This is an optimization exercise on Yosys and OpenROAD, whose aim is small area, a short achievable clock period and few clock cycles per item, not a production implementation. Only simulation tests tie the RTL to the original design; equivalence was not proved.

**design.v**
```verilog
module eo_numhash (
    input  wire        clk,
    input  wire        rst,
    input  wire        start,
    input  wire [2:0]  op,
    input  wire [63:0] n,
    input  wire [39:0] dig_in,
    input  wire [2:0]  dlen_in,
    output wire        ready,
    output reg         done,
    output reg  [1:0]  status,
    output reg  [63:0] res,
    output reg  [39:0] dig_out,
    output reg  [2:0]  dlen_out
);
    localparam [2:0] OP_ENC32 = 3'd0, OP_ENC64 = 3'd1, OP_DEC32 = 3'd2,
                     OP_DEC64 = 3'd3, OP_VHASH = 3'd4;
    localparam [1:0] ST_OK = 2'd0, ST_INVALID = 2'd1, ST_ILLEGAL = 2'd3;
    localparam [63:0] CHAR_MAX  = 64'd253;
    localparam [63:0] SHORT_MAX = 64'd64009;
    localparam [63:0] THREE_MAX = 64'd16194277;
    localparam [63:0] INT_MAX   = 64'd4097152081;
    localparam [63:0] ENC64_LIM = 64'd1044773780655;    
    localparam [63:0] NORM_BIAS = 64'd2147483647;       
    localparam [3:0] S_IDLE     = 4'd0,
                     S_DISPATCH = 4'd1,
                     S_ENC_NEXT = 4'd2,
                     S_ENC_GOT  = 4'd3,
                     S_DIV      = 4'd4,
                     S_VH_2023  = 4'd5,
                     S_VH_22    = 4'd6,
                     S_VH_MOD   = 4'd7;
    reg [3:0]  state;
    reg [3:0]  ret_state;
    reg [2:0]  op_r;
    reg [63:0] n_r;
    reg [39:0] dig_r;
    reg [2:0]  dlen_r;
    reg [63:0] m_r;         
    reg [63:0] acc;         
    reg [2:0]  pos;         
    reg [39:0] bytes;
    reg        c_neg;       
    reg [63:0] c_abs;       
    reg        d_neg;       
    reg [63:0] d_abs;       
    reg [10:0] r2023;       
    reg [63:0] div_q;       
    reg [31:0] div_r;       
    reg [31:0] div_d;       
    reg [6:0]  div_cnt;
    assign ready = (state == S_IDLE);
    wire [63:0] n_abs  = n_r[63] ? (~n_r + 64'd1) : n_r;
    wire [63:0] n_norm = n_r[63] ? (n_abs + NORM_BIAS) : n_r;
    function [31:0] radix;
        input [2:0] p;
        begin
            case (p)
                3'd1:    radix = CHAR_MAX[31:0];
                3'd2:    radix = SHORT_MAX[31:0];
                3'd3:    radix = THREE_MAX[31:0];
                3'd4:    radix = INT_MAX[31:0];
                default: radix = 32'd1;
            endcase
        end
    endfunction
    function [7:0] digit;
        input [7:0] b;
        begin
            if (b == 8'd0 || b == 8'd254)
                digit = 8'd0;
            else
                digit = b - 8'd1;
        end
    endfunction
    reg [7:0]  dd [0:4];
    reg [40:0] dec_sum;
    integer    i;
    always @(*) begin
        for (i = 0; i < 5; i = i + 1)
            dd[i] = (i < dlen_r) ? digit(dig_r[8*i +: 8]) : 8'd0;
        dec_sum = {33'd0, dd[0]}
                + {33'd0, dd[1]} * CHAR_MAX[40:0]
                + {33'd0, dd[2]} * SHORT_MAX[40:0]
                + {33'd0, dd[3]} * THREE_MAX[40:0];
        if (op_r == OP_DEC64)
            dec_sum = dec_sum + {33'd0, dd[4]} * INT_MAX[40:0];
    end
    wire signed [6:0]  crem22  = c_neg ? -$signed({2'b00, div_r[4:0]}) : $signed({2'b00, div_r[4:0]});
    wire signed [6:0]  k22     = crem22 + 7'sd1;
    wire        [5:0]  k22_abs = k22[6] ? -k22[5:0] : k22[5:0];
    wire        [31:0] m_abs   = 32'd109 * {26'd0, k22_abs};
    wire signed [31:0] r2023_s = c_neg ? -$signed({21'd0, r2023}) : $signed({21'd0, r2023});
    wire signed [31:0] rm_s    = d_neg ? -$signed({20'd0, div_r[11:0]}) : $signed({20'd0, div_r[11:0]});
    wire signed [31:0] f2      = (c_abs[0] == 1'b0) ? 32'sd1 : (c_neg ? 32'sd0 : 32'sd2);
    wire signed [31:0] hash    = r2023_s + 32'sd11222 + 32'sd110 * rm_s * f2;
    wire [32:0] div_t   = {div_r, div_q[63]};
    wire        div_ge  = (div_t >= {1'b0, div_d});
    wire [32:0] div_sub = div_t - {1'b0, div_d};
    always @(posedge clk) begin
        if (rst) begin
            state    <= S_IDLE;
            done     <= 1'b0;
            status   <= ST_OK;
            res      <= 64'd0;
            dig_out  <= 40'd0;
            dlen_out <= 3'd0;
        end else begin
            done <= 1'b0;
            case (state)
                S_IDLE: begin
                    if (start) begin
                        op_r   <= op;
                        n_r    <= n;
                        dig_r  <= dig_in;
                        dlen_r <= dlen_in;
                        state  <= S_DISPATCH;
                    end
                end
                S_DISPATCH: begin
                    case (op_r)
                        OP_ENC32, OP_ENC64: begin
                            m_r <= n_norm;
                            acc <= n_norm;
                            if (op_r == OP_ENC32 && n_norm >= INT_MAX) begin
                                status <= ST_INVALID;
                                done   <= 1'b1;
                                state  <= S_IDLE;
                            end else if (op_r == OP_ENC64 && n_norm >= ENC64_LIM) begin
                                status <= ST_ILLEGAL;
                                done   <= 1'b1;
                                state  <= S_IDLE;
                            end else begin
                                if (op_r == OP_ENC32) begin
                                    bytes <= {8'd0, 8'd254, 8'd254, 8'd254, 8'd254};
                                    pos   <= 3'd3;
                                end else begin
                                    bytes <= {8'd254, 8'd254, 8'd254, 8'd254, 8'd254};
                                    pos   <= 3'd4;
                                end
                                state <= S_ENC_NEXT;
                            end
                        end
                        OP_DEC32, OP_DEC64: begin
                            if ((op_r == OP_DEC32 && dlen_r > 3'd4) ||
                                (op_r == OP_DEC64 && dlen_r > 3'd5)) begin
                                status <= ST_ILLEGAL;
                            end else begin
                                status <= ST_OK;
                                res    <= {23'd0, dec_sum};
                            end
                            done  <= 1'b1;
                            state <= S_IDLE;
                        end
                        OP_VHASH: begin
                            c_neg <= n_r[63] && (n_r != 64'hFFFF_FFFF_FFFF_FFFF);
                            c_abs <= n_r[63] ? (~n_r) : (n_r + 64'd1);
                            if ($signed(n_r) >= 64'sd31072022) begin
                                d_neg <= (n_r != 64'd31072022);
                                d_abs <= n_r - 64'd31072022;
                            end else begin
                                d_neg <= 1'b0;
                                d_abs <= 64'd31072022 - n_r;
                            end
                            div_q     <= n_r[63] ? (~n_r) : (n_r + 64'd1);
                            div_r     <= 32'd0;
                            div_d     <= 32'd2023;
                            div_cnt   <= 7'd0;
                            ret_state <= S_VH_2023;
                            state     <= S_DIV;
                        end
                        default: begin
                            status <= ST_ILLEGAL;
                            done   <= 1'b1;
                            state  <= S_IDLE;
                        end
                    endcase
                end
                S_ENC_NEXT: begin
                    if (pos == 3'd0) begin
                        status   <= ST_OK;
                        dig_out  <= {bytes[39:8], acc[7:0] + 8'd1};
                        dlen_out <= (op_r == OP_ENC32) ? 3'd4 : 3'd5;
                        done     <= 1'b1;
                        state    <= S_IDLE;
                    end else if (m_r >= {32'd0, radix(pos)}) begin
                        div_q     <= acc;
                        div_r     <= 32'd0;
                        div_d     <= radix(pos);
                        div_cnt   <= 7'd0;
                        ret_state <= S_ENC_GOT;
                        state     <= S_DIV;
                    end else begin
                        pos <= pos - 3'd1;
                    end
                end
                S_ENC_GOT: begin
                    bytes[8*pos +: 8] <= div_q[7:0] + 8'd1;
                    acc   <= {32'd0, div_r};
                    pos   <= pos - 3'd1;
                    state <= S_ENC_NEXT;
                end
                S_DIV: begin
                    div_q   <= {div_q[62:0], div_ge};
                    div_r   <= div_ge ? div_sub[31:0] : div_t[31:0];
                    div_cnt <= div_cnt + 7'd1;
                    if (div_cnt == 7'd63)
                        state <= ret_state;
                end
                S_VH_2023: begin
                    r2023     <= div_r[10:0];
                    div_q     <= c_abs;
                    div_r     <= 32'd0;
                    div_d     <= 32'd22;
                    div_cnt   <= 7'd0;
                    ret_state <= S_VH_22;
                    state     <= S_DIV;
                end
                S_VH_22: begin
                    if (k22 == 7'sd0) begin
                        status <= ST_ILLEGAL;
                        done   <= 1'b1;
                        state  <= S_IDLE;
                    end else begin
                        div_q     <= d_abs;
                        div_r     <= 32'd0;
                        div_d     <= m_abs;
                        div_cnt   <= 7'd0;
                        ret_state <= S_VH_MOD;
                        state     <= S_DIV;
                    end
                end
                S_VH_MOD: begin
                    status <= ST_OK;
                    res    <= {{32{hash[31]}}, hash};
                    done   <= 1'b1;
                    state  <= S_IDLE;
                end
                default: state <= S_IDLE;
            endcase
        end
    end
endmodule
```
**run.sh**
```bash
#!/bin/bash
# synth_recipe.tcl (not shown) runs the flow's synth.tcl, then flattens the netlist and writes it again
# the make line also repeats each setting of config.mk as NAME=value (left out here)
make -C /OpenROAD-flow-scripts/flow DESIGN_CONFIG=/design/flow/config.mk WORK_HOME=/design/flow/orfs CLKGATE_MAP_FILE= SYNTH_SCRIPT=/design/flow/synth_recipe.tcl finish
```
**config.mk**
```make
export PLATFORM = sky130hd
export DESIGN_NAME = eo_numhash
export DESIGN_NICKNAME = eo_numhash
export VERILOG_FILES = /design/flow/design.v
export SDC_FILE = /design/flow/constraint.sdc
export NUM_CORES = 4
export LEC_CHECK = 0
export CAP_MARGIN = 20
export CORE_MARGIN = 2
export CORE_UTILIZATION = 40
export PLACE_DENSITY = 0.6
export SLEW_MARGIN = 20
```
**constraint.sdc**
```tcl
create_clock -name core_clock -period 14.0 [get_ports {clk}]
set_input_delay 2.8000 -clock core_clock [delete_from_list [all_inputs] [get_ports {clk}]]
set_output_delay 2.8000 -clock core_clock [all_outputs]
set_load 0.01 [all_outputs]
```
==> flow_metrics.py <==
metrics = {
    "synth": {
        "synth_edf_count": 538,
        "synth.avg_cell_area_um2": 9.33,
        "syn_area_um2": 57800,
        "synth.most_common_cell": "inv_1",
        "ys_ff_latch": 628,
        "synth_cell_types": 101,
        "netlist_instances": 6194,
        "synth_warnings": 2,
        "seq_area_frac_synth_pct": 31.1,
        "synthesis.nets": 7240,
        "yosys.area.top_type": "edfxtp_1",
        "synthTopCellsByArea": "edfxtp_1, ha_1, fa_1",
        "synth.cells.most_frequent": "inv_1, nor2_1, ha_1",
        "async_flop_share_pct": 0,
        "synth.top_cell.area_share_pct": 27.9,
        "synthFlopType": "edfxtp_1",
    },
    "worst_setup_path": {
        "critPathSlowestCell": "or4b_2",
        "path_max_fanout": 6,
        "arrival_ns": 13.55,
        "worst_ep_required_time_ns": 14.59,
        "crit_type": "flop to flop",
        "critPathLaunchType": "flop",
        "slowest_delay_ns": 0.69,
        "r2r_slack_ns": 1.04,
        "cp-end-kind": "flop",
    },
    "detailed_routing": {
        "vias": 46400,
        "drtAntennaViolNets": 0,
        "vias_per_cell": 5.62,
        "routed_wl_um": 184000,
        "drc": 0,
        "post_drt_wl_per_cell_um": 22.3,
        "drtIter0Drc": 4029,
        "drtPass1Iterations": 6,
    },
    "floorplanning": {
        "fp-row-count": 139,
        "start_util_pct": 40.3,
        "die_y_um": 384,
        "core_um2": 143000,
        "fp.dieArea_um2": 148000,
        "die_w_um": 384,
        "num_io_pins": 224,
    },
    "sta": {
        "max_freq_mhz": 77.1,
        "period_needed_ns": 12.96,
        "final-hold-violation-count": 0,
        "final_max_slew_viol_count": 0,
        "period_share_pct": 92.6,
        "slew_headroom_pct": 24.8,
        "holdWs_ns": 0.456,
        "finalSetupTns_ns": 0,
        "finalSetupViolCount": 0,
        "max_slew.worst_pin.slew_ns": 1.13,
        "grt_setup_unrepaired": "false",
        "clock_skew_ns": 0.0666,
    },
    "clocking": {
        "cts_buffers": 75,
        "cts_setup_buffers": 0,
        "h-tree-depth": 3,
        "clkTransAtPathRegs_ns": 0.06,
        "clock-sinks": 628,
        "worstSkewPairLatency_ns": 0.69,
        "cts_tree": "done",
        "cts-root-buf": "clkbuf_16",
        "cts.path.max_buffers": 3,
    },
    "final_layout": {
        "antenna_cells": 0,
        "syn2layout_area_growth_pct": 11.6,
        "finalNetCount": 7329,
        "seq_area_um2": 18000,
        "n_fill_cell": 13800,
        "multi_input_area_um2": 36100,
        "drive_above_1_share_pct": 5.03,
    },
    "global_routing": {
        "grt_overflow": 0,
        "antenna_found_initial": 1,
        "busiest_layer": "met2",
        "grtUsageTotal_pct": 24.8,
        "grt_pass1_wl_um": 281000,
        "grt_pass1_vias": 46300,
        "grt_start_max_net_pins": 131,
        "met1_usage_pct": 32.2,
        "met3_usage_pct": 3.32,
        "grt_use_met2_pct": 42.3,
    },
    "placement": {
        "io_buffers": 222,
        "gp_congestion": 0.954,
        "hpwl_um": 143000,
    },
    "run": {
        "maxCapViolCount": 0,
    },
    "run_status": {
        "status": "no timing/DRC/antenna violations",
    },
    "worst_hold_path": {
        "min_path_type": "flop to flop",
    },
}
-- critical path, delay by kind of cell, from the launching register on --
kind	cells	cell delay (ns)
AOI/OAI and AO/OA	11	2.71
and+or+nand+nor	12	2.97
adders and majority gates	13	5.84
buffers and inverters	9	0.65
xor gates and xnor gates	2	0.27
DFF	1	0.42
-- registers in the layout (all words and copies together), names as in the netlist, 7 cells and up --
register and cells:
dig_out 40, div_q 64, d_abs 64, div_cnt 7, dig_r 40, div_d 18, div_r 32, n_r 64
res 42, m_r 64, bytes 32, c_abs 64, r2023 11, acc 64
-- final cells by class --
class                      count  area share (%)
timing repair buffer         303            4.41
sequential                   628            27.8
tap                         1903            3.69
multi-input combinational   4556            55.9
clock inverter                43           0.787
clock buffer                  97            3.18
inverter                     719            4.18
-- kinds of logic after synthesis --
group / synth area share [%]
buffers and inverters: 6.75
AO/OA/AOI/OAI: 13.8
adder cells (fa/ha/maj): 24.5
AND/OR/NAND/NOR: 15.7
other: 0.00649
flip-flops: 31.1
XOR/XNOR: 6.79
multiplexers: 1.42
-- timing repair --
item,in CTS,in global routing
endpoints found under the setup margin,0,2
hold buffers,0,0
gates resized for setup,0,1
endpoints found under the hold margin,0,0
-- final timing paths --
| kind | endpoint | from | cells after the start |
|---|---|---|---|
| max | res[39] | dig_r[29] | 47 |
| min | dig_out[17] | dig_out[17] | 2 |
| max reg2reg | res[39] | dig_r[29] | 47 |
| min reg2reg | dig_out[17] | dig_out[17] | 2 |
-- per-stage QoR --
step | cells | cell area [um2] | utilization, % | setup WS (ns)
finish | 8249 | 64500 | 45.0 | 1.04
global route | 8249 | 64500 | 45.0 | 0.162
CTS | 8249 | 64500 | 45.0 | 0.958
detailed placement | 8109 | 62000 | 43.2 | 0.989
global placement | 8109 | 62000 | 43.2 | 0.999
floorplan | 6194 | 57800 | - | 1.22
-- layout by cell type (no fill, tap or decap), types with 41 or more instances in the layout --
master / instances
edfxtp_1: 538
dfxtp_1: 87
a21o_1: 60
mux2i_1: 74
o21ai_0: 221
nand3_1: 101
or2_2: 50
inv_1: 717
a21oi_1: 403
nor4_1: 62
a22oi_1: 51
clkbuf_16: 78
and3_1: 52
ha_1: 601
a31oi_1: 79
nand2_1: 434
buf_4: 80
a221o_1: 41
fa_1: 332
nor2_1: 599
nand4_1: 60
nor2b_1: 63
xnor2_1: 308
xor2_1: 140
clkdlybuf4s50_1: 221
nand2b_1: 64
a211oi_1: 44
and2_1: 50
nor3_1: 129
or3_1: 44
-- layer usage --
layer	vias up	routed length, um
li1	21800	-
met1	22600	77100
met2	1644	88400
met3	308	11700
met4	0	6430
met5	-	0
Testbench counts, summed over its fixed seeds: cycles 314,850, ops 3,200.

==> port drivers added, routing unchanged <==
Ports are ideal in the flow. The routed layout listed here was re-timed in OpenROAD. Step 1 sets driving cells, clkbuf_16 on the clock port and buf_2 on the other inputs (assumed; they add their load-dependent delay and slew). Step 2 adds t to the input delays and takes it off the output delays; t is the mean of the earliest and latest rising clock arrival at the registers after step 1. Input paths then give back, and output paths get back, about the clock's delay inside the block. Three values: ideal ports, drivers, drivers and shift; two values: the first two.
t, ns: 0.742
setup slack, ns: 1.036 / 1.036 / 1.036
worst hold slack (ns): 0.456 / 0.456 / 0.456
After both steps this run still meets setup and hold. The setup slack of this run moves by 0.000 ns with the drivers and by 0.000 ns with both steps.
